From an optimization exercise on the open Yosys and OpenROAD flow, aimed at small area; shortcuts taken in it are not production practice. Function was checked by simulation only, so behaviour that the tests miss may differ from the original. No driver is modelled on the clock port, so clocking that relies on it looks cheaper here than on a real chip. Power is estimated from default activity; no workload was simulated.

File: design/flow/design.v
module tpms_decoder (
    input  wire        clk,
    input  wire        rst,
    input  wire        cmd_valid,
    input  wire [34:0] cmd,
    output wire        out_valid,
    output wire [31:0] rec_sensor_id,
    output wire [15:0] rec_pressure,
    output wire [15:0] rec_temperature,
    output wire [1:0]  rec_battery,
    output wire [63:0] rec_raw_bits,
    output wire [15:0] rec_raw_count
);
    reg        live;        
    reg        act;         
    reg        phase;       
    reg [6:0]  cnt;         
    reg [59:0] acc_n;       
    reg [7:0]  crc;
    wire [1:0]  op    = cmd[34:33];
    wire        level = cmd[32];
    wire [31:0] d     = cmd[31:0];
    wire        opnd0 = (cmd[32:0] == 33'd0);
    wire feed  = cmd_valid & (op == 2'b00);
    wire alloc = cmd_valid & (op == 2'b10) & opnd0;
    wire rstc  = cmd_valid & (op == 2'b01) & opnd0;
    wire freec = cmd_valid & (op == 2'b11) & opnd0;
    wire dsm  = (d[31:10] == 22'd0);
    wire [3:0] h  = d[9:6];
    wire [5:0] lo = d[5:0];
    wire w_short = dsm & (((h == 4'd0) & (&lo)) | (h == 4'd1) | ((h == 4'd2) & (lo <= 6'd55)));
    wire w_long  = dsm & (((h == 4'd2) & (lo > 6'd55)) | (h == 4'd3) | ((h == 4'd4) & (lo <= 6'd48)));
    wire w_start = dsm & (((h == 4'd6) & (lo >= 6'd44)) | (h == 4'd7) | ((h == 4'd8) & (lo <= 6'd36)));
    wire b      = ~acc_n[0];
    wire e      = b ^ phase;                  
    wire ok     = (level == e) & (w_short | (w_long & ~phase));
    wire shift  = phase | ~w_short;           
    wire bitv   = ~level;
    wire pre    = (cnt[6:3] == 4'd0);
    wire last   = cnt[6] & cnt[1] & cnt[0];    
    wire kill   = ~ok | (shift & pre & ~level) | (shift & last);
    wire       in_c     = (cnt[6:3] == 4'd1);
    wire       fb       = crc[7] & ~pre;
    wire [7:0] crc_step = {crc[6:0], 1'b0} ^ {5'b0, fb, fb, fb} ^
                          (in_c ? {bitv, 2'b00, bitv, bitv, 3'b000} : {7'b0, bitv});
    always @(posedge clk) begin
        if (feed & shift) begin
            acc_n <= {acc_n[58:0], level};
            crc <= crc_step;
        end
        if (rst)
            live <= 1'b0;
        else if (alloc)
            live <= 1'b1;
        else if (freec)
            live <= 1'b0;
        if (rst | alloc | rstc)
            act <= 1'b0;
        else if (feed)
            act <= act ? ~kill : (level & w_start);
        if (!act) begin
            phase <= 1'b0;
            cnt   <= 7'd0;
        end else if (feed) begin
            phase <= ~phase & w_short;
            if (shift & ok)
                cnt <= cnt + 7'd1;
        end
    end
    wire        vld = live & cnt[6] & cnt[2] & (crc == 8'd0);    
    wire [59:0] f   = ~acc_n & {60{vld}};
    wire [7:0] g  = ~acc_n[7:0];
    wire       c3 = g[2] | g[1];
    wire       c4 = g[3] | c3;
    wire       c5 = g[4] & c4;
    wire       c6 = g[5] & c5;
    wire       c7 = g[6] | c6;
    wire       c8 = g[7] | c7;
    wire [15:0] t = {{8{~c8}}, ~(g[7] ^ c7), ~(g[6] ^ c6), g[5] ^ c5, g[4] ^ c4,
                     ~(g[3] ^ c3), ~(g[2] ^ g[1]), ~g[1], g[0]};
    assign out_valid       = vld;
    assign rec_sensor_id   = {8'h00, f[41:18]};
    assign rec_pressure    = {7'h00, f[17:9]};
    assign rec_temperature = t & {16{vld}};
    assign rec_battery     = {vld, 1'b0};
    assign rec_raw_bits    = {4'h0, f};
    assign rec_raw_count   = {10'd0, vld, vld, vld, vld, 2'b00};
endmodule
File: design/flow/constraint.sdc
create_clock -name core_clock -period 8.0 [get_ports {clk}]
set_input_delay 1.6000 -clock core_clock [delete_from_list [all_inputs] [get_ports {clk}]]
set_output_delay 1.6000 -clock core_clock [all_outputs]
set_load 0.01 [all_outputs]
File: design/flow/standard.sh
#!/bin/bash
# synth_recipe.tcl (not shown) runs the flow's synth.tcl, then flattens the netlist and writes it again
# the make line also repeats each setting of config.mk as NAME=value (left out here)
make -C /OpenROAD-flow-scripts/flow DESIGN_CONFIG=/design/flow/config.mk WORK_HOME=/design/flow/orfs CLKGATE_MAP_FILE= SYNTH_SCRIPT=/design/flow/synth_recipe.tcl "${@:-finish}"
File: design/flow/flow/run.sh
#!/bin/bash
# The standard layout, with these changes:
# - each port is buffered by a sky130_fd_sc_hd__buf_1 (buffer_ports would
#   otherwise pick clkdlybuf4s50_1, a larger delay buffer);
# - clock tree synthesis without dummy loads;
# - the constant outputs share the synthesis's single tie cell instead of
#   getting one tie cell each.
set -euo pipefail
export BUFFER_PORTS_ARGS="-buffer_cell sky130_fd_sc_hd__buf_1"
export CTS_ARGS="-sink_clustering_enable -repair_clock_nets -dont_use_dummy_load -buf_list sky130_fd_sc_hd__clkbuf_8"
export SKIP_REPAIR_TIE_FANOUT=1
bash standard.sh > standard.log 2>&1
File: design/flow/config.mk
export PLATFORM = sky130hd
export DESIGN_NAME = tpms_decoder
export DESIGN_NICKNAME = tpms_decoder
export VERILOG_FILES = /design/flow/design.v
export SDC_FILE = /design/flow/constraint.sdc
export NUM_CORES = 4
export LEC_CHECK = 0
export CAP_MARGIN = 20
export CORE_MARGIN = 2
export CORE_UTILIZATION = 40
export SLEW_MARGIN = 20
==> flow_summary.rst, run 1 <==
.. list-table::
   :header-rows: 1

   * - Metric
     - Value
   * - CTS tree
     - yes
   * - Worst slack, placed
     - 4.28 ns
   * - Total area of multi-input combinational cells
     - 1020 um^2
   * - Sum of negative setup slack
     - 0 ns
   * - Path category of the worst min-delay check
     - flip-flop to flip-flop
   * - Gpl congestion
     - between 0.8 and 0.9
   * - Share of synthesized area occupied by flip-flops and latches
     - 0.573
   * - # H-tree levels
     - 3
   * - Pre-Repair DR Iteration Count
     - 4
   * - Met1 Use GR
     - 0.175
   * - Starting DRC count in detailed routing
     - 121
   * - Leakage power of the design
     - 0.00140 uW
   * - Req. time, crit path
     - between 6 and 7 ns
   * - Biggest area contributors in the synthesized netlist
     - edfxtp_1 (52%), buf_4 (15%), nor2_1 (7.1%)
   * - Kind of launch point of the worst setup path
     - flip-flop
   * - Total clock buffers created by CTS
     - 9
   * - Status
     - finished clean
   * - Count of mapped cells out of synthesis
     - 350
   * - Crit path setup slack, layout
     - 4.14 ns
   * - R2R depth
     - 6
   * - Yosys warning count
     - 1
   * - Ordered cell list for the critical path
     - ha_1 > ha_1 > inv_1 > ha_1 > ha_1 > inv_1 > ha_1 > ha_1 > nor2_1 > buf_1
   * - Remaining max-slew budget at the tightest pin
     - 0.428
   * - Crit-path leading delay family
     - adder cells
   * - Power density cells
     - 170 nW/um^2
   * - Post-Route WL
     - roughly 7300 um
   * - Mean area per synthesized cell
     - 11.2 um^2
   * - Ports placed on the boundary
     - 185
   * - RSZ-0062 raised after global routing
     - no
   * - Clock transition at path regs
     - 0.07 ns
   * - Standard cell core area
     - 9640 um^2
   * - Width of the die
     - 103 um
   * - Instance area at placement
     - 4040 um^2
   * - Number of diodes added for antenna fixing
     - 0
   * - Critical Path End Type
     - output port
   * - Net count of the finished layout
     - 472
   * - Routed length per placed instance
     - 13.0 um
   * - Slew of the pin with the lowest slew margin
     - 0.858 ns
   * - Number of max-cap violations
     - 0
   * - Final non-filler cell total
     - around 560
   * - Via density per instance
     - 4.66
   * - Dominant cell type by area after synthesis
     - edfxtp_1
   * - Overall via count from detail_route
     - ~2.6k
   * - Routing usage on met2
     - 0.213
   * - Number of global-route vias before repair
     - 2,285
   * - Distinct cell type count of the synthesized netlist
     - 47
   * - Achievable frequency
     - 259 MHz
   * - Filler Cells Inserted
     - 935
   * - Flip-flop cell with the highest count after synthesis
     - edfxtp_1
   * - Post-CTS setup-driven buffer insertion count
     - 0
   * - Total count of hold-check failures in the final report
     - 0
   * - CP max stage cell
     - edfxtp_1
   * - Overall die height
     - 103 um
   * - Synth async-reset ratio
     - 0
   * - Slew Viols, Final
     - 0
   * - Effective utilization at floorplan
     - 0.406
   * - Number of buffers inserted for hold repair after clock tree synthesis
     - 0
   * - GRT Overall Usage
     - 0.133
   * - Cell with the most instances after synthesis
     - buf_4
   * - Storage cell area
     - 2240 um^2
   * - Number of buffers added on ports
     - 152
   * - Final setup fails
     - 0
   * - Global routing's busiest layer
     - met2
   * - WS Path Type
     - flip-flop to output port
   * - Synth-to-layout area growth
     - 6.59%
   * - Clock Tree Root
     - clkbuf_8
   * - Fraction of synthesized cell area taken by the top area cell type
     - 0.522
   * - Grt met3 use
     - 0.0461
   * - WHS Path Cells
     - 0
   * - Pin count of the biggest net entering global routing
     - between 60 and 70
   * - Most used cell along the critical path
     - ha_1
   * - Setup Skew
     - 0.0233 ns
   * - CP Max Fanout
     - 4
   * - Part of the cycle the worst path needs
     - 0.482
   * - Area of the mapped netlist
     - slightly below 4000 um^2
   * - Count of flip-flops with a built-in enable after synthesis
     - 68
   * - Total number of placement rows
     - 36
   * - Residual overflow from global routing
     - 0
   * - Number of register bits inferred by synthesis
     - 78
   * - Maximum cell stage delay along the critical path
     - between 0.4 and 0.5 ns
   * - Post-detailed-route DRC marker count
     - 0
   * - Number of buffer and inverter stages on the critical path
     - 3
   * - Clock Tree Buf Depth
     - 2
   * - Placed cells
     - 549
   * - Area enclosed by the die boundary
     - 10,600 um^2
   * - Peak supply drop
     - 0.0645 mV
   * - Clock latency at the later pin of the worst-skew pair
     - 0.34 ns
   * - Share of final-layout standard cells stronger than drive strength 1
     - 0.0471
   * - Final non-filler cell area
     - 4170 um^2
   * - Final critical-path required period
     - 3.86 ns
   * - Worst Path Arrival
     - roughly 2.3 ns
   * - Synth top cells by count
     - buf_4 (78), nor2_1 (74), edfxtp_1 (68), nand3_1 (12), nand2_1 (11)
   * - Number of resized instances in the post-cts repair step
     - 0
   * - # clock sinks
     - 78
   * - Worst Hold Slack
     - ~0.44 ns
   * - Global-route wire length before repair
     - 10,800 um
   * - Number of antenna violations at the first check in global routing
     - 0
   * - HPWL reported at the end of detailed placement
     - 5180 um
   * - Antenna Nets Post-Route
     - 0
   * - Crit path depth
     - 10
==> cell type report <==
| class | instances | share of cell area |
|---|---|---|
| inverter | 7 | 0.00630 |
| tap | 133 | 0.0399 |
| clock buffer | 9 | 0.0297 |
| multi-input combinational | 177 | 0.246 |
| sequential | 78 | 0.538 |
| timing repair buffer | 154 | 0.140 |
==> cells in the final DEF, fill, tap and decap left out, types with 3 or more instances in the layout <==
master    netlist  layout
nor2_1         74      73
buf_1           3     152
nand2_1        11      11
xnor2_1         5       5
o21a_1          3       3
a21boi_1        3       3
inv_1           7       7
nand3_1        12      11
and2_1          6       6
a21oi_1         3       3
edfxtp_1       68      68
xor2_1          4       4
dfxtp_1        10      10
nor4_1          8       8
o31ai_1         3       3
ha_1            7       7
nor3_1          5       5
clkbuf_8        0       9
==> path summary, 6_finish.rpt <==
kind	start	end	slack (ns)
min	acc_n[24]	acc_n[25]	0.44
max	acc_n[1]	rec_temperature[7]	4.14
min reg2reg	acc_n[24]	acc_n[25]	0.44
max reg2reg	acc_n[0]	cnt[5]	5.84
==> report_power, final <==
part	internal, uW	switching [uW]
Clock	101	120
Combinational	9.83	23.3
Sequential	450	4.69
==> registers in the layout, summed over array words and instances (netlist names) <==
register and count:
acc_n 60, crc 8, cnt 7, act 1, live 1, phase 1
==> kinds of logic (layout without fill, tap and decap cells) <==
family / count (synthesis) / in the layout / synth area share
AO/OA/AOI/OAI: 27 / 27 / 0.0554
other: 1 / 1 / 0.000959
adder cells (fa/ha/maj): 7 / 7 / 0.0224
AND/OR/NAND/NOR: 131 / 131 / 0.155
XOR/XNOR: 9 / 9 / 0.0202
buffers and inverters: 95 / 170 / 0.168
flip-flops: 78 / 78 / 0.573
multiplexers: 2 / 2 / 0.00512
==> per-layer routing <==
layer / part of all wire / vias up
li1: - / 1275
met1: 0.47 / 1214
met2: 0.46 / 102
met3: 0.059 / 7
met4: 0.0089 / 0
met5: 0 / -
==> metrics by stage <==
| step | util | total power [uW] |
|---|---|---|
| after floorplan | - | 494 |
| after global placement | 0.420 | 496 |
| after detailed placement | 0.420 | 497 |
| after CTS | 0.432 | 717 |
| after global routing | 0.432 | 737 |
| final | 0.432 | 709 |
==> run 2: changes to the inputs <==
==> design/flow/run.sh (new file) <==
#!/bin/bash
# synth_recipe.tcl (not shown) runs the flow's synth.tcl, then flattens the netlist and writes it again
# the make line also repeats each setting of config.mk as NAME=value (left out here)
make -C /OpenROAD-flow-scripts/flow DESIGN_CONFIG=/design/flow/config.mk WORK_HOME=/design/flow/orfs CLKGATE_MAP_FILE= SYNTH_SCRIPT=/design/flow/synth_recipe.tcl finish
removed: design/flow/flow/run.sh
removed: design/flow/standard.sh
==> run 2 against run 1 <==
  * Via count up 4.7%
  * Still clean
  * Worst hold slack better by 0.014 ns
  * Setup slack worse by 0.44 ns
  * Cell area up 28%
  * Synthesized cell count unchanged
  * Clock power up 41%
  * Total power up 14%
  * Critical path depth down 4
  * Largest power group unchanged
  * Global-route usage up 1.3 points
  * Non-clock buffer count unchanged
  * Wire length up 7.8%
  * Synthesized area unchanged
==> flow_summary.rst, run 2 <==
.. list-table::
   :header-rows: 1

   * - Metric
     - Value
   * - Final setup fails
     - 0
   * - Number of buffers added on ports
     - 152
   * - Count of mapped cells out of synthesis
     - 350
   * - Power density cells
     - 152 nW/um^2
   * - Final critical-path required period
     - roughly 4.3 ns
   * - Distinct cell type count of the synthesized netlist
     - 47
   * - Part of the cycle the worst path needs
     - 0.537
   * - Overall via count from detail_route
     - roughly 2.7k
   * - Mean area per synthesized cell
     - 11.2 um^2
   * - Pre-Repair DR Iteration Count
     - 4
   * - Registers with the most flip-flops
     - acc_n (60), crc (8), cnt (7)
   * - WS Path Type
     - flip-flop to output port
   * - Final non-filler cell total
     - a little under 600
   * - Filler Cells Inserted
     - 893
   * - Total chip power
     - 810 uW
   * - Critical Path End Type
     - output port
   * - Sum of negative setup slack
     - 0 ns
   * - Flip-flop cell with the highest count after synthesis
     - edfxtp_1
   * - CP max stage cell
     - clkdlybuf4s50_1
   * - Reg with most FFs
     - acc_n
   * - Post-layout util
     - 0.552
   * - Achievable frequency
     - 233 MHz
   * - Flip-flop count of the largest register, all copies and words added
     - 60
   * - RSZ-0062 raised after global routing
     - no
   * - Number of resized instances in the post-cts repair step
     - 0
   * - Total number of placement rows
     - 36
   * - Fraction of synthesized cell area taken by the top area cell type
     - 0.522
   * - Dominant cell type by area after synthesis
     - edfxtp_1
   * - Effective utilization at floorplan
     - 0.406
   * - Post-Route WL
     - 7840 um
   * - Pin count of the biggest net entering global routing
     - 69
   * - Remaining max-slew budget at the tightest pin
     - 0.441
   * - Clock Tree Buf Depth
     - 2
   * - Share of final-layout standard cells stronger than drive strength 1
     - 0.0540
   * - # clock sinks
     - 78
   * - Worst Hold Slack
     - 0.451 ns
   * - Starting DRC count in detailed routing
     - 93
   * - Status
     - finished clean
   * - HPWL reported at the end of detailed placement
     - 5910 um
   * - Number of max-cap violations
     - 0
   * - Clock latency at the later pin of the worst-skew pair
     - 0.33 ns
   * - Standard cell core area
     - 9640 um^2
   * - Share of synthesized area occupied by flip-flops and latches
     - 0.573
   * - Slew Viols, Final
     - 0
   * - Setup Skew
     - 0.00630 ns
   * - Routed length per placed instance
     - 13.2 um
   * - Count of flip-flops with a built-in enable after synthesis
     - 68
   * - Leakage power of the design
     - 0.00190 uW
   * - Placed cells
     - 580
   * - Number of diodes added for antenna fixing
     - 0
   * - Number of register bits inferred by synthesis
     - a little under 80
   * - Internal
     - 646 uW
   * - Clock Tree Root
     - clkbuf_8
   * - Maximum cell stage delay along the critical path
     - ~0.58 ns
   * - Net count of the finished layout
     - 503
   * - Net Sw Frac
     - 0.203
   * - Post-detailed-route DRC marker count
     - 0
   * - Post-CTS setup-driven buffer insertion count
     - 0
   * - Total clock buffers created by CTS
     - 9
   * - Kind of launch point of the worst setup path
     - flip-flop
   * - Gpl congestion
     - a little under 0.8
   * - Slew of the pin with the lowest slew margin
     - 0.839 ns
   * - Peak supply drop
     - 0.0998 mV
   * - GRT Overall Usage
     - 0.146
   * - Synth-to-layout area growth
     - 36.2%
   * - # H-tree levels
     - 3
   * - Overall die height
     - 103 um
   * - Cell with the most instances after synthesis
     - buf_4
   * - CP Max Fanout
     - 65
   * - Area enclosed by the die boundary
     - 10,600 um^2
   * - Number of global-route vias before repair
     - 2,509
   * - Most common cell after layout, fill and taps aside
     - clkdlybuf4s50_1
   * - Psw
     - between 150 and 200 uW
   * - Area of the mapped netlist
     - ~3900 um^2
   * - Global-route wire length before repair
     - 11,800 um
   * - Sequential power share
     - 0.560
   * - Clock transition at path regs
     - approximately 0.080 ns
   * - CTS tree
     - yes
   * - Synth top cells by count
     - buf_4 (78), nor2_1 (74), edfxtp_1 (68), nand3_1 (12), nand2_1 (11)
   * - Via density per instance
     - 4.56
   * - Number of buffers inserted for hold repair after clock tree synthesis
     - 0
   * - Req. time, crit path
     - 6.40 ns
   * - Synth async-reset ratio
     - 0
   * - Path category of the worst min-delay check
     - flip-flop to flip-flop
   * - Clock Power Share
     - 0.384
   * - Width of the die
     - between 100 and 150 um
   * - Antenna Nets Post-Route
     - 0
   * - Biggest area contributors in the synthesized netlist
     - edfxtp_1 (52%), buf_4 (15%), nor2_1 (7.1%)
   * - Total count of hold-check failures in the final report
     - 0
   * - Yosys warning count
     - 1
   * - Ordered cell list for the critical path
     - nor4_1 > nand3_2 > buf_4 > inv_1 > and2_1 > clkdlybuf4s50_1
   * - Worst Path Arrival
     - 2.70 ns
   * - Number of antenna violations at the first check in global routing
     - 0
   * - Residual overflow from global routing
     - 0
   * - Ports placed on the boundary
     - around 190
   * - Commonest cells after routing, fill and taps aside
     - clkdlybuf4s50_1 (152), nor2_1 (73), edfxtp_1 (68)
   * - Comb power frac
     - 0.056
## run 2: cell counts after synthesis
No cell type changed its count.
## run 2: per-stage QoR
| step | setup WS [ns] | instance area, um^2 |
|---|---|---|
| floorplan | 2.59 | 4030 |
| global placement | 4.02 | 5110 |
| detailed placement | 3.94 | 5110 |
| CTS | 3.61 | 5320 |
| global route | 3.46 | 5320 |
| finish | 3.70 | 5320 |
## run 2: metal layers
| metal | global-route usage | part of all wire | up-vias |
|---|---|---|---|
| li1 | - | - | 1319 |
| met1 | 0.192 | 0.43 | 1287 |
| met2 | 0.249 | 0.50 | 107 |
| met3 | 0.0244 | 0.062 | 7 |
| met4 | 0.0455 | 0.0078 | 0 |
| met5 | 0 | 0 | - |
## run 2: cell type report
class,count,area (um^2),area share
multi-input combinational,208,1140,0.214
clock inverter,6,85.1,0.0160
sequential,78,2240,0.421
tap,133,166,0.0313
clock buffer,10,128,0.0240
inverter,7,26.3,0.00494
timing repair buffer,154,1540,0.289
## run 2: cells by family (layout without fill, tap and decap cells)
group                    count (synthesis)  after routing  synth area share
AND/OR/NAND/NOR                        131            131             0.155
multiplexers                             2              2           0.00512
adder cells (fa/ha/maj)                  7              7            0.0224
buffers and inverters                   95            177             0.168
other                                    1             32          0.000959
XOR/XNOR                                 9              9            0.0202
AO/OA/AOI/OAI                           27             27            0.0554
flip-flops                              78             78             0.573
## run 2: path summary, 6_finish.rpt
kind	end	depth (start not counted)	slack, ns	startpoint
max reg2reg	cnt[5]	6	5.83	acc_n[0]
min reg2reg	acc_n[15]	0	0.45	acc_n[14]
min	acc_n[15]	0	0.45	acc_n[14]
max	rec_temperature[14]	6	3.70	crc[3]
## run 2: critical path, delay by kind of cell (launching register included)
family	cells	cell delay (ns)
AND/OR/NAND/NOR	3	0.74
flip-flops	1	0.42
buffers and inverters	3	1.20
## run 2: power groups by stage
stage | registers [uW] | clock network (uW) | logic [uW]
2_1_floorplan | 462 | 0 | 31.5
3_3_place_gp | 463 | 0 | 44.5
3_5_place_dp | 463 | 0 | 45.1
4_1_cts | 454 | 320 | 45.3
5_1_grt | 455 | 338 | 49.8
6_report | 454 | 311 | 45.2
==> run 3: changes to the inputs <==
==> design/flow/flow/run.sh (new file) <==
#!/bin/bash
# The standard layout, with these changes:
# - synthesis maps the logic for area: the same ORFS synthesis script, run
#   with a copy of ORFS's scripts folder whose abc_speed.script is replaced by
#   flow/abc_area.script (registers are mapped before abc, so they are the
#   standard synthesis's);
# - each port is buffered by a sky130_fd_sc_hd__buf_1 (buffer_ports would
#   otherwise pick clkdlybuf4s50_1, a larger delay buffer);
# - the clock reaches the registers through four clkbuf_16, one per group of
#   nearby registers, inserted before clock tree synthesis (flow/pre_cts.tcl);
# - the constant outputs share the synthesis's single tie cell instead of
#   getting one tie cell each.
set -euo pipefail
here=$PWD
rm -rf "$here/synth_scripts"
cp -r "$FLOW_HOME/scripts" "$here/synth_scripts"
cp "$here/flow/abc_area.script" "$here/synth_scripts/abc_speed.script"
export BUFFER_PORTS_ARGS="-buffer_cell sky130_fd_sc_hd__buf_1"
export PRE_CTS_TCL="$here/flow/pre_cts.tcl"
export CTS_ARGS="-clk_nets clk -dont_use_dummy_load -buf_list sky130_fd_sc_hd__clkbuf_16"
export SKIP_REPAIR_TIE_FANOUT=1
bash standard.sh SCRIPTS_DIR="$here/synth_scripts" synth > standard_synth.log 2>&1
bash standard.sh > standard.log 2>&1
==> design/flow/flow/abc_area.script (new file) <==
strash
dc2
dch
map -a
topo
stime -c
dnsize -c
==> design/flow/flow/pre_cts.tcl (new file) <==
# Clock distribution: the registers are split into four groups of nearly
# equal size (halves by x, then each half by y), and each group is driven by
# one clkbuf_16 placed at the group's centroid. The clock port then feeds
# only these four buffers. The clock tree synthesis that follows is limited
# to the port net, so it adds nothing.
set clkbuf sky130_fd_sc_hd__clkbuf_16
set block [ord::get_db_block]
set dbu [$block getDbUnitsPerMicron]

set sinks {}
foreach pin [get_pins -of_objects [get_nets clk]] {
  set inst [sta::sta_to_db_inst [$pin instance]]
  set loc [$inst getLocation]
  lappend sinks [list [lindex $loc 0] [lindex $loc 1] $pin]
}

proc halves {items idx} {
  set s [lsort -integer -index $idx $items]
  set h [expr {[llength $s] / 2}]
  return [list [lrange $s 0 [expr {$h - 1}]] [lrange $s $h end]]
}

set groups {}
foreach half [halves $sinks 0] {
  foreach q [halves $half 1] {
    lappend groups $q
  }
}

set k 0
foreach g $groups {
  set sx 0
  set sy 0
  set pins {}
  foreach s $g {
    set sx [expr {$sx + [lindex $s 0]}]
    set sy [expr {$sy + [lindex $s 1]}]
    lappend pins [lindex $s 2]
  }
  set n [llength $g]
  set x [expr {double($sx) / $n / $dbu}]
  set y [expr {double($sy) / $n / $dbu}]
  puts "pre_cts: clock buffer $k drives $n registers, at $x $y"
  insert_buffer -buffer_cell $clkbuf -net clk -load_pins $pins -location [list $x $y] \
    -buffer_name clkbuf_q$k -net_name clk_q$k
  incr k
}
==> design/flow/standard.sh (new file) <==
#!/bin/bash
# synth_recipe.tcl (not shown) runs the flow's synth.tcl, then flattens the netlist and writes it again
# the make line also repeats each setting of config.mk as NAME=value (left out here)
make -C /OpenROAD-flow-scripts/flow DESIGN_CONFIG=/design/flow/config.mk WORK_HOME=/design/flow/orfs CLKGATE_MAP_FILE= SYNTH_SCRIPT=/design/flow/synth_recipe.tcl "${@:-finish}"
removed: design/flow/run.sh
==> run 3 against run 2 <==
  * First-iteration DRC count increased by 17%
  * Via count decreased by 6.9%
  * Total power decreased by 17%
  * Highest routed layer unchanged
==> flow_summary.rst, run 3 <==
.. list-table::
   :header-rows: 1

   * - Metric
     - Value
   * - Net count of the finished layout
     - 477
   * - Sum of negative setup slack
     - 0 ns
   * - Number of resized instances in the post-cts repair step
     - 0
   * - Distinct cell type count of the synthesized netlist
     - 27
   * - Synth Area in Simple Gates
     - 0.139
   * - Area enclosed by the die boundary
     - 10,200 um^2
   * - Count of mapped cells out of synthesis
     - 351
   * - Routed length per placed instance
     - 13.0 um
   * - Register-to-Register Setup Slack
     - 5.76 ns
   * - Remaining max-slew budget at the tightest pin
     - 0.420
   * - Worst Path Arrival
     - roughly 3 ns
   * - Clock transition at path regs
     - 0.08 ns
   * - Hold wc startpoint
     - acc_n[46]
   * - Post-Route WL
     - 7030 um
   * - Synth Area in Adders
     - 0.0232
   * - Total count of hold-check failures in the final report
     - 0
   * - Fraction of synthesized cell area taken by the top area cell type
     - 0.541
   * - Critical Path End Type
     - output port
   * - Post-detailed-route DRC marker count
     - 0
   * - Most common cell after layout, fill and taps aside
     - buf_1
   * - Clock Power Share
     - 0.277
   * - Sequential power share
     - 0.677
   * - Overall die height
     - between 100 and 150 um
   * - Filler Cells Inserted
     - 889
   * - Biggest area contributors in the synthesized netlist
     - edfxtp_1 (54%), buf_4 (16%), nor2_1 (8.3%)
   * - Mean area per synthesized cell
     - ~11 um^2
   * - Antenna Nets Post-Route
     - 0
   * - Clock latency at the later pin of the worst-skew pair
     - 0.15 ns
   * - Final non-filler cell total
     - between 500 and 600
   * - Share of synthesized area occupied by flip-flops and latches
     - 0.594
   * - Net Sw Frac
     - 0.182
   * - Number of antenna violations at the first check in global routing
     - 0
   * - Synth top cells by count
     - nor2_1 (84), buf_4 (78), edfxtp_1 (68), clkinv_1 (29)
   * - Standard cell core area
     - 9200 um^2
   * - Number of global-route vias before repair
     - 2,331
   * - CP max stage cell
     - clkinv_2
   * - Internal
     - 548 uW
   * - Number of buffer and inverter stages on the critical path
     - 2
   * - Number of buffers added on ports
     - around 150
   * - Status
     - finished clean
   * - Req. time, crit path
     - 6.40 ns
   * - CP Max Fanout
     - 68
   * - Yosys warning count
     - 1
   * - Kind of launch point of the worst setup path
     - flip-flop
   * - Worst hold path endpoint
     - acc_n[47]
   * - Post-synthesis xor/xnor area fraction
     - 0.0186
   * - Total chip power
     - 670 uW
   * - Psw
     - 122 uW
   * - Number of diodes added for antenna fixing
     - 0
   * - Synth async-reset ratio
     - 0
   * - Final setup fails
     - 0
   * - Reg-to-reg startpoint
     - phase
   * - Power density cells
     - 167 nW/um^2
   * - Post-CTS setup-driven buffer insertion count
     - 0
   * - HPWL reported at the end of detailed placement
     - 5140 um
   * - Number of max-cap violations
     - 0
   * - Flip-flop count of the largest register, all copies and words added
     - 60
   * - Mux share of post-synthesis cell area
     - 0
   * - Reg2Reg Capture Point
     - cnt[6]
   * - Setup Skew
     - 0.00903 ns
   * - Effective utilization at floorplan
     - 0.411
   * - Commonest cells after routing, fill and taps aside
     - buf_1 (152), nor2_1 (83), edfxtp_1 (68)
   * - Comb power frac
     - 0.046
   * - Maximum cell stage delay along the critical path
     - 0.77 ns
   * - Ordered cell list for the critical path
     - nor4_1 > nand3_1 > nor2_1 > clkinv_2 > nor2_1 > buf_1
   * - Peak supply drop
     - just over 0.08 mV
   * - Pre-Repair DR Iteration Count
     - 4
   * - Reg with most FFs
     - acc_n
   * - Area of the mapped netlist
     - approximately 3800 um^2
   * - Part of the cycle the worst path needs
     - 0.569
   * - RSZ-0062 raised after global routing
     - no
   * - Placed cells
     - 537
   * - Total number of placement rows
     - 35
   * - Number of buffers inserted for hold repair after clock tree synthesis
     - 0
   * - Final critical-path required period
     - 4.55 ns
   * - Share of final-layout standard cells stronger than drive strength 1
     - 0.0186
   * - Registers with the most flip-flops
     - acc_n (60), crc (8), cnt (7)
   * - Path category of the worst min-delay check
     - flip-flop to flip-flop
   * - Storage cell area
     - 2240 um^2
   * - Crit-path leading delay family
     - simple AND/OR/NAND/NOR gates
   * - Leakage power of the design
     - about 0.0013 uW
   * - Starting DRC count in detailed routing
     - 109
   * - GRT Overall Usage
     - 0.130
   * - Total area of multi-input combinational cells
     - 847 um^2
   * - Slew Viols, Final
     - 0
   * - Area fraction in compound gates after synthesis
     - 0.0411
   * - Overall via count from detail_route
     - 2,532
   * - Flip-flop cell with the highest count after synthesis
     - edfxtp_1
   * - Count of flip-flops with a built-in enable after synthesis
     - 68
   * - Global-route wire length before repair
     - between 10,000 and 15,000 um
   * - Width of the die
     - 101 um
   * - Synth-to-layout area growth
     - 6.36%
   * - Gpl congestion
     - 0.894
   * - Slew of the pin with the lowest slew margin
     - 0.870 ns
   * - Number of register bits inferred by synthesis
     - 78
   * - Pin count of the biggest net entering global routing
     - 71
   * - Via density per instance
     - 4.68
   * - Cell with the most instances after synthesis
     - nor2_1
   * - Dominant cell type by area after synthesis
     - edfxtp_1
   * - R2R depth
     - 10
   * - WHS Path Cells
     - 0
   * - Residual overflow from global routing
     - 0
   * - Achievable frequency
     - 220 MHz
   * - Combinational family with the most area after synthesis
     - buffers and inverters
   * - WS Path Type
     - flip-flop to output port
   * - Most used cell along the critical path
     - nor2_1
   * - Ports placed on the boundary
     - between 150 and 200
[run 3: cell count changes after synthesis, moves of 5 or more]
cell and delta:
clkinv_1 +29, nor2_1 +10, inv_1 -7, a21oi_1 +6, clkbuf_1 -6, and2_1 -5, nor3_1 +5, o21ai_0 +5
[run 3: power by group through the flow]
stage | combinational (uW) | sequential [uW] | clock [uW]
2_1_floorplan | 30.1 | 462 | 0
3_3_place_gp | 30.0 | 463 | 0
3_5_place_dp | 30.8 | 463 | 0
4_1_cts | 30.8 | 463 | 147
5_1_grt | 34.8 | 455 | 206
6_report | 30.8 | 454 | 186
[run 3: how the worst max path moves through the flow]
stage / start / to / slack, ns / depth (start not counted)
2_1_floorplan: cmd[4] / cnt[6] / 1.84 / 13
3_3_place_gp: cmd[12] / cnt[6] / 3.75 / 13
3_5_place_dp: cmd[12] / cnt[6] / 3.67 / 13
4_1_cts: cmd[12] / cnt[6] / 3.66 / 13
5_1_grt: crc[2] / rec_temperature[15] / 2.95 / 6
6_report: crc[2] / rec_temperature[11] / 3.45 / 6
[run 3: layout make-up, without the clock buffers]
cell class | instances | area share
inverters | 29 | 0.0274
repair buffers | 153 | 0.144
multi-input cells | 166 | 0.211
flip-flops and latches | 78 | 0.558
well taps | 111 | 0.0346
[run 3: cell families (layout without fill, tap and decap cells)]
kind of cell | after synthesis | count (layout)
flip-flops | 78 | 78
XOR/XNOR | 8 | 8
adder cells (fa/ha/maj) | 7 | 7
other | 1 | 1
AO/OA/AOI/OAI | 26 | 26
buffers and inverters | 107 | 186
AND/OR/NAND/NOR | 124 | 124
[run 3: per-layer routing]
metal,global-route usage,vias to the layer above,share of wire
li1,-,1270,-
met3,0.0159,7,0.079
met2,0.223,131,0.45
met4,0.0156,0,0.013
met1,0.184,1124,0.46
met5,0,-,0
[run 3: through the flow]
step	setup slack, ns	hold WS (ns)	util	area (um^2)
global route	2.95	0.467	0.437	4020
global placement	3.75	0.432	0.426	3920
CTS	3.66	0.434	0.437	4020
detailed placement	3.67	0.433	0.426	3920
finish	3.45	0.454	0.437	4020
floorplan	1.84	0.427	-	3780
==> run 4: changes to the inputs <==
--- a/design/flow/flow/run.sh
+++ b/design/flow/flow/run.sh
@@ -6,7 +6,7 @@
 #   standard synthesis's);
 # - each port is buffered by a sky130_fd_sc_hd__buf_1 (buffer_ports would
 #   otherwise pick clkdlybuf4s50_1, a larger delay buffer);
-# - the clock reaches the registers through four clkbuf_16, one per group of
+# - the clock reaches the registers through four clkbuf_8, one per group of
 #   nearby registers, inserted before clock tree synthesis (flow/pre_cts.tcl);
 # - the constant outputs share the synthesis's single tie cell instead of
 #   getting one tie cell each.
@@ -17,7 +17,7 @@
 cp "$here/flow/abc_area.script" "$here/synth_scripts/abc_speed.script"
 export BUFFER_PORTS_ARGS="-buffer_cell sky130_fd_sc_hd__buf_1"
 export PRE_CTS_TCL="$here/flow/pre_cts.tcl"
-export CTS_ARGS="-clk_nets clk -dont_use_dummy_load -buf_list sky130_fd_sc_hd__clkbuf_16"
+export CTS_ARGS="-clk_nets clk -dont_use_dummy_load -buf_list sky130_fd_sc_hd__clkbuf_8"
 export SKIP_REPAIR_TIE_FANOUT=1
 bash standard.sh SCRIPTS_DIR="$here/synth_scripts" synth > standard_synth.log 2>&1
 bash standard.sh > standard.log 2>&1
--- a/design/flow/flow/pre_cts.tcl
+++ b/design/flow/flow/pre_cts.tcl
@@ -1,9 +1,9 @@
 # Clock distribution: the registers are split into four groups of nearly
 # equal size (halves by x, then each half by y), and each group is driven by
-# one clkbuf_16 placed at the group's centroid. The clock port then feeds
+# one clock buffer placed at the group's centroid. The clock port then feeds
 # only these four buffers. The clock tree synthesis that follows is limited
 # to the port net, so it adds nothing.
-set clkbuf sky130_fd_sc_hd__clkbuf_16
+set clkbuf sky130_fd_sc_hd__clkbuf_8
 set block [ord::get_db_block]
 set dbu [$block getDbUnitsPerMicron]
 
==> run 4 against run 3 <==
  * Global-route usage is essentially flat
  * Wire length up 0.19%
  * Cell count is the same
  * Critical path depth unchanged
  * Combinational power about the same
  * Critical endpoint unchanged
  * Largest power group unchanged
==> flow_summary.rst, run 4 <==
.. list-table::
   :header-rows: 1

   * - Metric
     - Value
   * - Status
     - finished clean
   * - Critical Path End Type
     - output port
   * - Registers with the most flip-flops
     - acc_n (60), crc (8), cnt (7)
   * - Post-Route WL
     - 7040 um
   * - WS Path Type
     - flip-flop to output port
   * - Peak supply drop
     - between 0.06 and 0.07 mV
   * - Antenna Nets Post-Route
     - 0
   * - Synth-to-layout area growth
     - 5.17%
   * - Overall die height
     - a little over 100 um
   * - Starting DRC count in detailed routing
     - 80
   * - Overall via count from detail_route
     - between 2k and 3k
   * - Final critical-path required period
     - 4.58 ns
   * - Biggest area contributors in the synthesized netlist
     - edfxtp_1 (54%), buf_4 (16%), nor2_1 (8.3%)
   * - Part of the cycle the worst path needs
     - 0.573
   * - Effective utilization at floorplan
     - 0.411
   * - Clock latency at the later pin of the worst-skew pair
     - 0.17 ns
   * - Slew Viols, Final
     - 0
   * - Cell with the most instances after synthesis
     - nor2_1
   * - Filler Cells Inserted
     - 894
   * - Psw
     - 122 uW
   * - Synth async-reset ratio
     - 0
   * - Number of global-route vias before repair
     - roughly 2.3k
   * - Area enclosed by the die boundary
     - 10,200 um^2
   * - Path category of the worst min-delay check
     - flip-flop to flip-flop
   * - Area of the mapped netlist
     - 3780 um^2
   * - Dominant cell type by area after synthesis
     - edfxtp_1
   * - Width of the die
     - 101 um
   * - CP Max Fanout
     - 68
   * - Reg-to-reg startpoint
     - phase
   * - Hold wc startpoint
     - acc_n[46]
   * - Post-CTS setup-driven buffer insertion count
     - 0
   * - Setup Skew
     - 0.0141 ns
   * - Ports placed on the boundary
     - 185
   * - Final setup fails
     - 0
   * - Total count of hold-check failures in the final report
     - 0
   * - Power density cells
     - 158 nW/um^2
   * - Number of max-cap violations
     - 0
   * - Clock transition at path regs
     - 0.12 ns
   * - RSZ-0062 raised after global routing
     - no
   * - Net Sw Frac
     - 0.195
   * - Flip-flop cell with the highest count after synthesis
     - edfxtp_1
   * - Storage cell area
     - 2240 um^2
   * - Commonest cells after routing, fill and taps aside
     - buf_1 (152), nor2_1 (83), edfxtp_1 (68)
   * - Global-route wire length before repair
     - 11,000 um
   * - Net count of the finished layout
     - 477
   * - Number of diodes added for antenna fixing
     - 0
   * - Flip-flop count of the largest register, all copies and words added
     - 60
   * - Count of flip-flops with a built-in enable after synthesis
     - 68
   * - Clock Power Share
     - 0.227
   * - Distinct cell type count of the synthesized netlist
     - 27
   * - Slew of the pin with the lowest slew margin
     - 0.867 ns
   * - Sequential power share
     - 0.724
   * - Number of resized instances in the post-cts repair step
     - 0
   * - Pre-Repair DR Iteration Count
     - 4
   * - Remaining max-slew budget at the tightest pin
     - 0.422
   * - Sum of negative setup slack
     - 0 ns
   * - Number of register bits inferred by synthesis
     - 78
   * - Routed length per placed instance
     - between 10 and 15 um
   * - Critical path startpoint
     - crc[2]
   * - Share of synthesized area occupied by flip-flops and latches
     - 0.594
   * - Number of buffers added on ports
     - 152
   * - Kind of launch point of the worst setup path
     - flip-flop
   * - Share of final-layout standard cells stronger than drive strength 1
     - 0.0186
   * - Req. time, crit path
     - 6.40 ns
   * - Leakage power of the design
     - 0.00128 uW
   * - Internal
     - 504 uW
   * - Most common cell after layout, fill and taps aside
     - buf_1
   * - Residual overflow from global routing
     - 0
   * - Via density per instance
     - about 4.7
   * - Synth top cells by count
     - nor2_1 (84), buf_4 (78), edfxtp_1 (68), clkinv_1 (29)
   * - Fraction of synthesized cell area taken by the top area cell type
     - 0.541
   * - Mean area per synthesized cell
     - 10.8 um^2
   * - Pin count of the biggest net entering global routing
     - 71
   * - Worst Path Arrival
     - between 2 and 3 ns
   * - Post-detailed-route DRC marker count
     - 0
   * - Yosys warning count
     - 1
   * - Total area of multi-input combinational cells
     - about 850 um^2
   * - Achievable frequency
     - 218 MHz
   * - Total number of placement rows
     - 35
   * - Worst Hold Slack
     - 0.463 ns
   * - Gpl congestion
     - 0.894
   * - Comb power frac
     - 0.049
   * - Number of antenna violations at the first check in global routing
     - 0
   * - HPWL reported at the end of detailed placement
     - 5140 um
   * - Count of mapped cells out of synthesis
     - 351
   * - Standard cell core area
     - 9200 um^2
   * - Number of buffers inserted for hold repair after clock tree synthesis
     - 0
   * - Reg with most FFs
     - acc_n
   * - GRT Overall Usage
     - 0.130
run 4: cell counts after synthesis:
No cell type changed its count.
run 4: critical path, stage by stage, from the launching register on:
cell	delay, ns
edfxtp_1	0.43
nor4_1	0.31
nand3_1	0.10
nor2_1	0.35
clkinv_2	0.76
nor2_1	0.60
buf_1	0.20
run 4: power by group through the flow:
stage                     combinational (uW)  sequential, uW  clock [uW]
final                                   30.8             454         142
after global routing                    34.8             455         162
after CTS                               30.8             463         104
after detailed placement                30.8             463           0
after global placement                  30.0             463           0
after floorplan                         30.1             462           0
run 4: layout make-up, without the clock buffers:
class / instances / share of cell area
Multi-Input combinational cell: 166 / 0.213
Timing Repair Buffer: 153 / 0.146
Sequential cell: 78 / 0.565
Tap cell: 111 / 0.0350
Inverter: 29 / 0.0277
run 4: worst paths after layout:
kind	to	slack [ns]	cells past startpoint
max	rec_temperature[11]	3.42	6
min reg2reg	acc_n[47]	0.46	0
max reg2reg	cnt[6]	5.75	10
min	acc_n[47]	0.46	0
run 4: kinds of logic after synthesis:
group | share of synthesized area
adders and majority gates | 0.0232
AOI/OAI and AO/OA | 0.0411
other | 0.000993
and+or+nand+nor | 0.139
buffers and inverters | 0.184
DFF | 0.594
xor gates and xnor gates | 0.0186
run 4: through the flow:
stage                     utilization  instance area, um^2  worst slack (ns)  power, uW  std cells
after floorplan                     -                 3780              1.84        492        351
after detailed placement        0.426                 3920              3.67        494        537
after global placement          0.426                 3920              3.75        493        537
after CTS                       0.432                 3970              3.66        598        541
after global routing            0.432                 3970              2.90        651        541
final                           0.432                 3970              3.42        627        541
run 4: per-layer routing:
metal / wire (um) / part of all wire / vias to the layer above / GRT usage
li1: - / - / 1268 / -
met3: 558 / 0.079 / 7 / 0.0159
met4: 91 / 0.013 / 0 / 0.0156
met2: 3190 / 0.45 / 131 / 0.225
met5: 0 / 0 / - / 0
met1: 3210 / 0.46 / 1118 / 0.183
==> run 5: changes to the inputs <==
==> design/flow/flow/run.sh (replaced) <==
#!/bin/bash
# The standard layout, with these changes:
# - synthesis maps the logic for area: the same ORFS synthesis script, run
#   with a copy of ORFS's scripts folder whose abc_speed.script is replaced by
#   flow/abc_area.script, and with adders left to abc (ADDER_MAP_FILE empty).
#   Registers are mapped before abc, so they are the standard synthesis's;
# - each port is buffered by a sky130_fd_sc_hd__buf_1 (buffer_ports would
#   otherwise pick clkdlybuf4s50_1, a larger delay buffer);
# - the clock reaches the registers through a few clock buffers, one per
#   group of nearby registers, inserted before clock tree synthesis
#   (flow/pre_cts.tcl, settings in flow/clock.cfg);
# - the constant outputs share the synthesis's single tie cell instead of
#   getting one tie cell each.
set -euo pipefail
here=$PWD
rm -rf "$here/synth_scripts"
cp -r "$FLOW_HOME/scripts" "$here/synth_scripts"
cp "$here/flow/abc_area.script" "$here/synth_scripts/abc_speed.script"
export BUFFER_PORTS_ARGS="-buffer_cell sky130_fd_sc_hd__buf_1"
export PRE_CTS_TCL="$here/flow/pre_cts.tcl"
export CTS_ARGS="-clk_nets clk -dont_use_dummy_load -buf_list sky130_fd_sc_hd__clkbuf_8"
export SKIP_REPAIR_TIE_FANOUT=1
bash standard.sh SCRIPTS_DIR="$here/synth_scripts" ADDER_MAP_FILE= synth > standard_synth.log 2>&1
bash standard.sh > standard.log 2>&1
==> design/flow/flow/abc_area.script (replaced) <==
strash
dc2
dch
map -a
strash
dc2
dch
map -a
strash
dc2
dch
map -a
topo
stime -c
dnsize -c
==> design/flow/flow/clock.cfg (new file) <==
set ngroups 6
set leafbuf sky130_fd_sc_hd__clkbuf_8
set rootbuf sky130_fd_sc_hd__clkbuf_4
==> design/flow/flow/pre_cts.tcl (replaced) <==
# Clock distribution, in place of clock tree synthesis: the registers are
# split into $ngroups groups of nearly equal size by recursive bisection
# along the wider side of each group's bounding box, and each group is driven
# by one $leafbuf placed at the group's centroid. With $rootbuf set, one
# $rootbuf at the centroid of all registers drives the group buffers;
# otherwise the clock port drives them directly. The clock tree synthesis
# that follows is limited to the port net, so it adds nothing.
source [file join [file dirname [info script]] clock.cfg]
set block [ord::get_db_block]
set dbu [$block getDbUnitsPerMicron]

proc centroid {items} {
  set sx 0
  set sy 0
  foreach s $items {
    set sx [expr {$sx + [lindex $s 0]}]
    set sy [expr {$sy + [lindex $s 1]}]
  }
  set n [llength $items]
  return [list [expr {double($sx) / $n}] [expr {double($sy) / $n}]]
}

proc split_groups {items n} {
  if {$n <= 1} {
    return [list $items]
  }
  set xs [lsort -integer [lmap s $items {lindex $s 0}]]
  set ys [lsort -integer [lmap s $items {lindex $s 1}]]
  set idx [expr {([lindex $xs end] - [lindex $xs 0]) >= ([lindex $ys end] - [lindex $ys 0]) ? 0 : 1}]
  set s [lsort -integer -index $idx $items]
  set na [expr {$n / 2}]
  set cut [expr {([llength $s] * $na) / $n}]
  return [concat [split_groups [lrange $s 0 [expr {$cut - 1}]] $na] \
            [split_groups [lrange $s $cut end] [expr {$n - $na}]]]
}

set sinks {}
foreach pin [get_pins -of_objects [get_nets clk]] {
  set inst [sta::sta_to_db_inst [$pin instance]]
  set loc [$inst getLocation]
  lappend sinks [list [lindex $loc 0] [lindex $loc 1] $pin]
}

set src clk
if {$rootbuf ne ""} {
  set c [centroid $sinks]
  set x [expr {[lindex $c 0] / $dbu}]
  set y [expr {[lindex $c 1] / $dbu}]
  puts "pre_cts: root clock buffer drives [llength $sinks] registers' groups, at $x $y"
  insert_buffer -buffer_cell $rootbuf -net clk -location [list $x $y] \
    -buffer_name clkbuf_root -net_name clk_root
  set src clk_root
}

set k 0
foreach g [split_groups $sinks $ngroups] {
  set c [centroid $g]
  set x [expr {[lindex $c 0] / $dbu}]
  set y [expr {[lindex $c 1] / $dbu}]
  set pins [lmap s $g {lindex $s 2}]
  puts "pre_cts: clock buffer $k drives [llength $g] registers, at $x $y"
  insert_buffer -buffer_cell $leafbuf -net $src -load_pins $pins -location [list $x $y] \
    -buffer_name clkbuf_g$k -net_name clk_g$k
  incr k
}
==> run 5 against run 4 <==
  * Clock power rose by 32%
  * Clock skew is 0.0056 ns lower
  * Setup slack improved by 0.43 ns
  * Combinational power decreased by 2%
  * Flip-flop and latch count stayed put
  * Register-to-register slack better by 0.36 ns
  * Global-route usage up 0.059 points
  * First-iteration DRC count down 50%
  * Synthesized area fell by 1.7%
  * Die area down 1.7%
  * Largest cell class unchanged
==> flow_summary.rst, run 5 <==
.. list-table::
   :header-rows: 1

   * - Metric
     - Value
   * - Status
     - finished clean
   * - Ordered cell list for the critical path
     - nor4_1 > nand4_1 > nor2_1 > inv_2 > buf_12 > nor2_1 > buf_1
   * - Worst Hold Slack
     - 0.455 ns
   * - Power density cells
     - 170 nW/um^2
   * - Net Sw Frac
     - 0.211
   * - Post-layout util
     - 0.435
   * - Number of diodes added for antenna fixing
     - 0
   * - Kind of launch point of the worst setup path
     - flip-flop
   * - Pre-Repair DR Iteration Count
     - 4
   * - Synth top cells by count
     - nor2_1 (93), buf_4 (78), edfxtp_1 (68), clkinv_1 (23), nand2_1 (17)
   * - Setup Skew
     - 0.00847 ns
   * - Worst Path Arrival
     - around 2.6 ns
   * - Commonest cells after routing, fill and taps aside
     - buf_1 (152), nor2_1 (92), edfxtp_1 (68)
   * - Filler Cells Inserted
     - 901
   * - Net count of the finished layout
     - 475
   * - Synth async-reset ratio
     - 0
   * - Critical Path End Type
     - output port
   * - Final critical-path required period
     - 4.15 ns
   * - Number of register bits inferred by synthesis
     - 78
   * - Sum of negative setup slack
     - 0 ns
   * - Width of the die
     - 100 um
   * - Flip-flop cell with the highest count after synthesis
     - edfxtp_1
   * - Count of flip-flops with a built-in enable after synthesis
     - 68
   * - WS Path Type
     - flip-flop to output port
   * - Number of global-route vias before repair
     - 2,289
   * - Gpl congestion
     - 0.837
   * - Slew Viols, Final
     - 0
   * - Remaining max-slew budget at the tightest pin
     - 0.420
   * - Req. time, crit path
     - 6.40 ns
   * - Most common cell after layout, fill and taps aside
     - buf_1
   * - Reg with most FFs
     - acc_n
   * - Number of resized instances in the post-cts repair step
     - 0
   * - Distinct cell type count of the synthesized netlist
     - 24
   * - Total count of hold-check failures in the final report
     - 0
   * - Area of the mapped netlist
     - 3710 um^2
   * - Synth-to-layout area growth
     - 6.71%
   * - Starting DRC count in detailed routing
     - 40
   * - Path category of the worst min-delay check
     - flip-flop to flip-flop
   * - Part of the cycle the worst path needs
     - 0.519
   * - CP max stage cell
     - nor2_1
   * - Area enclosed by the die boundary
     - just over 10,000 um^2
   * - Global-route wire length before repair
     - 11,000 um
   * - Cell with the most instances after synthesis
     - nor2_1
   * - Registers with the most flip-flops
     - acc_n (60), crc (8), cnt (7)
   * - GRT Overall Usage
     - 0.131
   * - Mean area per synthesized cell
     - 10.5 um^2
   * - Antenna Nets Post-Route
     - 0
   * - Storage cell area
     - 2240 um^2
   * - Residual overflow from global routing
     - 0
   * - Post-CTS setup-driven buffer insertion count
     - 0
   * - Flip-flop count of the largest register, all copies and words added
     - 60
   * - Number of buffers added on ports
     - 152
   * - Effective utilization at floorplan
     - 0.407
   * - Total number of placement rows
     - 35
   * - CP Max Fanout
     - 50
   * - Yosys warning count
     - 1
   * - Number of max-cap violations
     - 0
   * - Number of antenna violations at the first check in global routing
     - 0
   * - Overall die height
     - 100 um
   * - Slew of the pin with the lowest slew margin
     - 0.870 ns
   * - Sequential power share
     - 0.675
   * - Leakage power of the design
     - 0.00128 uW
   * - Psw
     - 142 uW
   * - Clock Power Share
     - 0.280
   * - Clock latency at the later pin of the worst-skew pair
     - 0.40 ns
   * - Count of mapped cells out of synthesis
     - between 300 and 400
   * - Maximum cell stage delay along the critical path
     - 0.42 ns
   * - Number of buffers inserted for hold repair after clock tree synthesis
     - 0
   * - Overall via count from detail_route
     - 2,558
   * - Standard cell core area
     - between 9000 and 10,000 um^2
   * - Instance area at placement
     - 3850 um^2
   * - Ports placed on the boundary
     - 185
   * - Peak supply drop
     - 0.0775 mV
   * - Final setup fails
     - 0
   * - Internal
     - approximately 530 uW
   * - Total area of multi-input combinational cells
     - ~800 um^2
   * - Comb power frac
     - 0.045
   * - Post-detailed-route DRC marker count
     - 0
   * - HPWL reported at the end of detailed placement
     - 5190 um
   * - Pin count of the biggest net entering global routing
     - 70
   * - Via density per instance
     - 4.68
   * - Most used cell along the critical path
     - nor2_1
   * - Biggest area contributors in the synthesized netlist
     - edfxtp_1 (55%), buf_4 (16%), nor2_1 (9.4%)
   * - Achievable frequency
     - 241 MHz
   * - Fraction of synthesized cell area taken by the top area cell type
     - 0.550
   * - Dominant cell type by area after synthesis
     - edfxtp_1
   * - Routed length per placed instance
     - 13.1 um
   * - Final non-filler cell area
     - 3960 um^2
   * - Final non-filler cell total
     - 546
   * - Share of final-layout standard cells stronger than drive strength 1
     - 0.0299
   * - Placed cells
     - 538
   * - Post-Route WL
     - 7160 um
   * - Share of synthesized area occupied by flip-flops and latches
     - 0.604
   * - RSZ-0062 raised after global routing
     - no
   * - Clock transition at path regs
     - 0.08 ns
==> run 5: cell count changes in the layout (fill, tap and decap cells not counted), sizes merged, moves of 3 or more <==
cell | before | now
clkbuf | 4 | 7
ha | 7 | 0
nand2 | 8 | 17
nand3 | 9 | 6
nor2 | 84 | 93
o21ai | 7 | 12
nor3 | 10 | 4
clkinv | 29 | 22
==> run 5: cells by family after synthesis <==
logic type,synth area share
buffers and inverters,0.181
xor gates and xnor gates,0.0189
DFF,0.604
other,0.00101
AOI/OAI and AO/OA,0.0462
and+or+nand+nor,0.149
==> run 5: area by class of cell, without the clock buffers <==
| type | instances | area share |
|---|---|---|
| sequential | 78 | 0.566 |
| multi-input combinational | 173 | 0.203 |
| timing repair buffer | 154 | 0.151 |
| tap | 111 | 0.0351 |
| inverter | 23 | 0.0218 |
==> run 5: worst max-delay path: cells and delay by family (launching register included) <==
kind,cells,cell delay [ns]
buf+inv,3,0.71
flops,1,0.41
simple gates,4,1.01
==> run 5: power by group through the flow <==
stage | clock network (uW) | logic, uW | registers, uW
finish | 188 | 30.2 | 454
global route | 211 | 33.8 | 455
CTS | 142 | 30.2 | 463
detailed placement | 0 | 30.1 | 463
global placement | 0 | 29.5 | 463
floorplan | 0 | 29.1 | 462
==> run 5: worst paths after layout <==
check             startpoint                 to  slack (ns)  depth (start not counted)
setup / recovery      crc[0]  rec_sensor_id[23]        3.85                          7
hold / removal     acc_n[19]          acc_n[20]        0.45                          0
setup reg to reg    acc_n[0]             cnt[6]        6.11                         14
hold reg to reg    acc_n[19]          acc_n[20]        0.45                          0
==> run 5: metal layers <==
layer  wire length (um)  global-route usage  vias to the layer above
met1               3160               0.173                     1131
met3                534              0.0160                       17
met4                237              0.0390                        0
li1                   -                   -                     1273
met5                  0                   0                        -
met2               3240               0.227                      137
==> run 5: through the flow <==
stage,setup WS (ns),power [uW]
6_report,3.85,672
5_1_grt,3.56,699
4_1_cts,3.96,636
3_5_place_dp,3.98,493
3_3_place_gp,4.12,492
2_1_floorplan,1.82,491
==> run 6: changes to the inputs <==
==> design/flow/flow/clock.cfg (replaced) <==
set ngroups 5
set leafbuf sky130_fd_sc_hd__clkbuf_8
set rootbuf sky130_fd_sc_hd__clkbuf_4
==> run 6 against run 5 <==
  * Synthesized area stayed put
  * Flip-flop and latch count stayed put
  * Total power is 1.7% lower
  * Cell area is 0.35% lower
  * Core utilization is 0.15 points lower
  * Setup slack worse by 0.0057 ns
  * Highest routed layer unchanged
==> flow_summary.rst, run 6 <==
.. list-table::
   :header-rows: 1

   * - Metric
     - Value
   * - Status
     - finished clean
   * - Req. time, crit path
     - 6.40 ns
   * - Clock transition at path regs
     - roughly 0.1 ns
   * - Post-Route WL
     - between 7000 and 8000 um
   * - CP Max Fanout
     - 50
   * - Comb power frac
     - 0.046
   * - Reg with most FFs
     - acc_n
   * - Via density per instance
     - around 4.7
   * - Pin count of the biggest net entering global routing
     - 70
   * - Post-layout util
     - 0.433
   * - Leakage power of the design
     - 0.00127 uW
   * - Number of max-cap violations
     - 0
   * - Crit path setup slack, layout
     - 3.84 ns
   * - Kind of launch point of the worst setup path
     - flip-flop
   * - Worst slack, placed
     - 3.98 ns
   * - Synth top cells by count
     - nor2_1 (93), buf_4 (78), edfxtp_1 (68), clkinv_1 (23), nand2_1 (17)
   * - Critical Path End Type
     - output port
   * - Number of buffers inserted for hold repair after clock tree synthesis
     - 0
   * - Dominant cell type by area after synthesis
     - edfxtp_1
   * - Number of diodes added for antenna fixing
     - 0
   * - Psw
     - between 100 and 150 uW
   * - Share of final-layout standard cells stronger than drive strength 1
     - 0.0276
   * - Peak supply drop
     - 0.0722 mV
   * - Part of the cycle the worst path needs
     - 0.520
   * - GRT Overall Usage
     - 0.131
   * - Starting DRC count in detailed routing
     - 62
   * - Ports placed on the boundary
     - around 190
   * - Global-route wire length before repair
     - 10,900 um
   * - Flip-flop cell with the highest count after synthesis
     - edfxtp_1
   * - RSZ-0062 raised after global routing
     - no
   * - Total count of hold-check failures in the final report
     - 0
   * - Yosys warning count
     - 1
   * - Worst Path Arrival
     - around 2.6 ns
   * - Slew Viols, Final
     - 0
   * - Flip-flop count of the largest register, all copies and words added
     - 60
   * - Internal
     - about 520 uW
   * - Width of the die
     - 100 um
   * - Remaining max-slew budget at the tightest pin
     - 0.413
   * - Area of the mapped netlist
     - 3710 um^2
   * - Synth-to-layout area growth
     - 6.34%
   * - Final setup fails
     - 0
   * - Clock latency at the later pin of the worst-skew pair
     - 0.39 ns
   * - Mean area per synthesized cell
     - 10.5 um^2
   * - Post-detailed-route DRC marker count
     - 0
   * - Overall via count from detail_route
     - 2,553
   * - Overall die height
     - 100 um
   * - Achievable frequency
     - 240 MHz
   * - Number of antenna violations at the first check in global routing
     - 0
   * - WS Path Type
     - flip-flop to output port
   * - Area enclosed by the die boundary
     - 10,100 um^2
   * - Residual overflow from global routing
     - 0
   * - Sequential power share
     - 0.687
   * - Final critical-path required period
     - 4.16 ns
   * - Number of buffers added on ports
     - between 150 and 200
   * - Most common cell after layout, fill and taps aside
     - buf_1
   * - Setup Skew
     - 0.00631 ns
   * - Power density cells
     - 167 nW/um^2
   * - Slew of the pin with the lowest slew margin
     - 0.881 ns
   * - Effective utilization at floorplan
     - 0.407
   * - Gpl congestion
     - 0.837
   * - Pre-Repair DR Iteration Count
     - 4
   * - Distinct cell type count of the synthesized netlist
     - 24
   * - Synth async-reset ratio
     - 0
   * - Share of synthesized area occupied by flip-flops and latches
     - 0.604
   * - Antenna Nets Post-Route
     - 0
   * - Number of resized instances in the post-cts repair step
     - 0
   * - Final non-filler cell total
     - 545
   * - Total chip power
     - approximately 660 uW
   * - Count of flip-flops with a built-in enable after synthesis
     - 68
   * - Number of register bits inferred by synthesis
     - 78
   * - Count of mapped cells out of synthesis
     - 352
   * - Cell with the most instances after synthesis
     - nor2_1
   * - Registers with the most flip-flops
     - acc_n (60), crc (8), cnt (7)
   * - Placed cells
     - 538
   * - Path category of the worst min-delay check
     - flip-flop to flip-flop
   * - Clock Power Share
     - 0.267
   * - Biggest area contributors in the synthesized netlist
     - edfxtp_1 (55%), buf_4 (16%), nor2_1 (9.4%)
   * - HPWL reported at the end of detailed placement
     - a little over 5000 um
   * - Net count of the finished layout
     - ~470
   * - Sum of negative setup slack
     - 0 ns
   * - Post-CTS setup-driven buffer insertion count
     - 0
   * - Net Sw Frac
     - 0.213
   * - Number of global-route vias before repair
     - roughly 2.3k
   * - Standard cell core area
     - ~9000 um^2
   * - Total number of placement rows
     - 35
   * - Routed length per placed instance
     - 13.2 um
   * - Fraction of synthesized cell area taken by the top area cell type
     - 0.550
   * - Commonest cells after routing, fill and taps aside
     - buf_1 (152), nor2_1 (92), edfxtp_1 (68)
-- run 6: cell counts after synthesis --
Identical to the previous run, type by type.
-- run 6: cells by family after synthesis --
logic type,Yosys count,share of synthesized area
flip-flops,78,0.604
AO/OA/AOI/OAI,30,0.0462
AND/OR/NAND/NOR,134,0.149
XOR/XNOR,8,0.0189
buffers and inverters,101,0.181
other,1,0.00101
-- run 6: critical path: stages (launching register included) --
cell	delay (ns)
edfxtp_1	0.43
nor4_1	0.31
nand4_1	0.14
nor2_1	0.41
inv_2	0.26
buf_12	0.25
nor2_1	0.14
buf_1	0.20
-- run 6: path summary, 6_finish.rpt --
check	startpoint	to	slack [ns]	cells after the start
worst min-delay path	acc_n[19]	acc_n[20]	0.46	0
worst max register to register	acc_n[0]	cnt[6]	6.10	14
worst min register to register	acc_n[19]	acc_n[20]	0.46	0
worst max-delay path	crc[0]	rec_sensor_id[23]	3.84	7
-- run 6: stage by stage --
step / cell area, um^2 / hold slack [ns]
6_report: 3950 / 0.459
2_1_floorplan: 3710 / 0.427
3_3_place_gp: 3850 / 0.433
4_1_cts: 3930 / 0.437
5_1_grt: 3950 / 0.471
3_5_place_dp: 3850 / 0.437
-- run 6: layout make-up, without the clock buffers --
| class | instances | area (um^2) |
|---|---|---|
| Timing Repair Buffer | 154 | 598 |
| Multi-Input combinational cell | 173 | 805 |
| Inverter | 23 | 86.3 |
| Sequential cell | 78 | 2240 |
| Tap cell | 111 | 139 |
| Fill cell | 900 | 5160 |
-- run 6: layer usage --
layer / GRT usage / up-vias / part of all wire
met5: 0 / - / 0
met4: 0.0390 / 0 / 0.032
met3: 0.0153 / 15 / 0.074
met2: 0.224 / 135 / 0.45
met1: 0.175 / 1137 / 0.44
li1: - / 1266 / -
-- run 6: power groups by stage --
stage	combinational, uW	sequential (uW)	clock [uW]
6_report	30.1	454	176
5_1_grt	33.8	455	199
4_1_cts	30.2	463	129
3_5_place_dp	30.1	463	0
3_3_place_gp	29.5	463	0
2_1_floorplan	29.1	462	0

==> port drivers added, routing unchanged <==
In the flow no input, the clock included, has a driving cell. The finished layouts below were timed again as built, in two steps.
Step 1: set_driving_cell puts a clkbuf_16 on clk and a buf_2 on each other input, an assumption about the parent block.
Step 2 times the ports against the registers' clock, not the clock port: input delays grow and output delays shrink by t, the midpoint of the rising clock arrivals with the driver on.
a / b / c = no drivers / after step 1 / after step 2; a / b = the first two.
run | t (ns) | setup slack, ns | latest minus earliest clock arrival (ns)
run 1 | 0.362 | 4.143 / 4.114 / 4.219 | 0.024 / 0.024
run 2 | 0.353 | 3.703 / 3.675 / 3.928 | 0.008 / 0.009
run 3 | 0.224 | 3.445 / 3.365 / 3.589 | 0.010 / 0.009
run 4 | 0.230 | 3.417 / 3.353 / 3.583 | 0.015 / 0.015
run 5 | 0.425 | 3.846 / 3.819 / 4.244 | 0.009 / 0.008
run 6 | 0.416 | 3.840 / 3.813 / 4.229 | 0.007 / 0.008
After both steps every run listed still meets setup and hold.
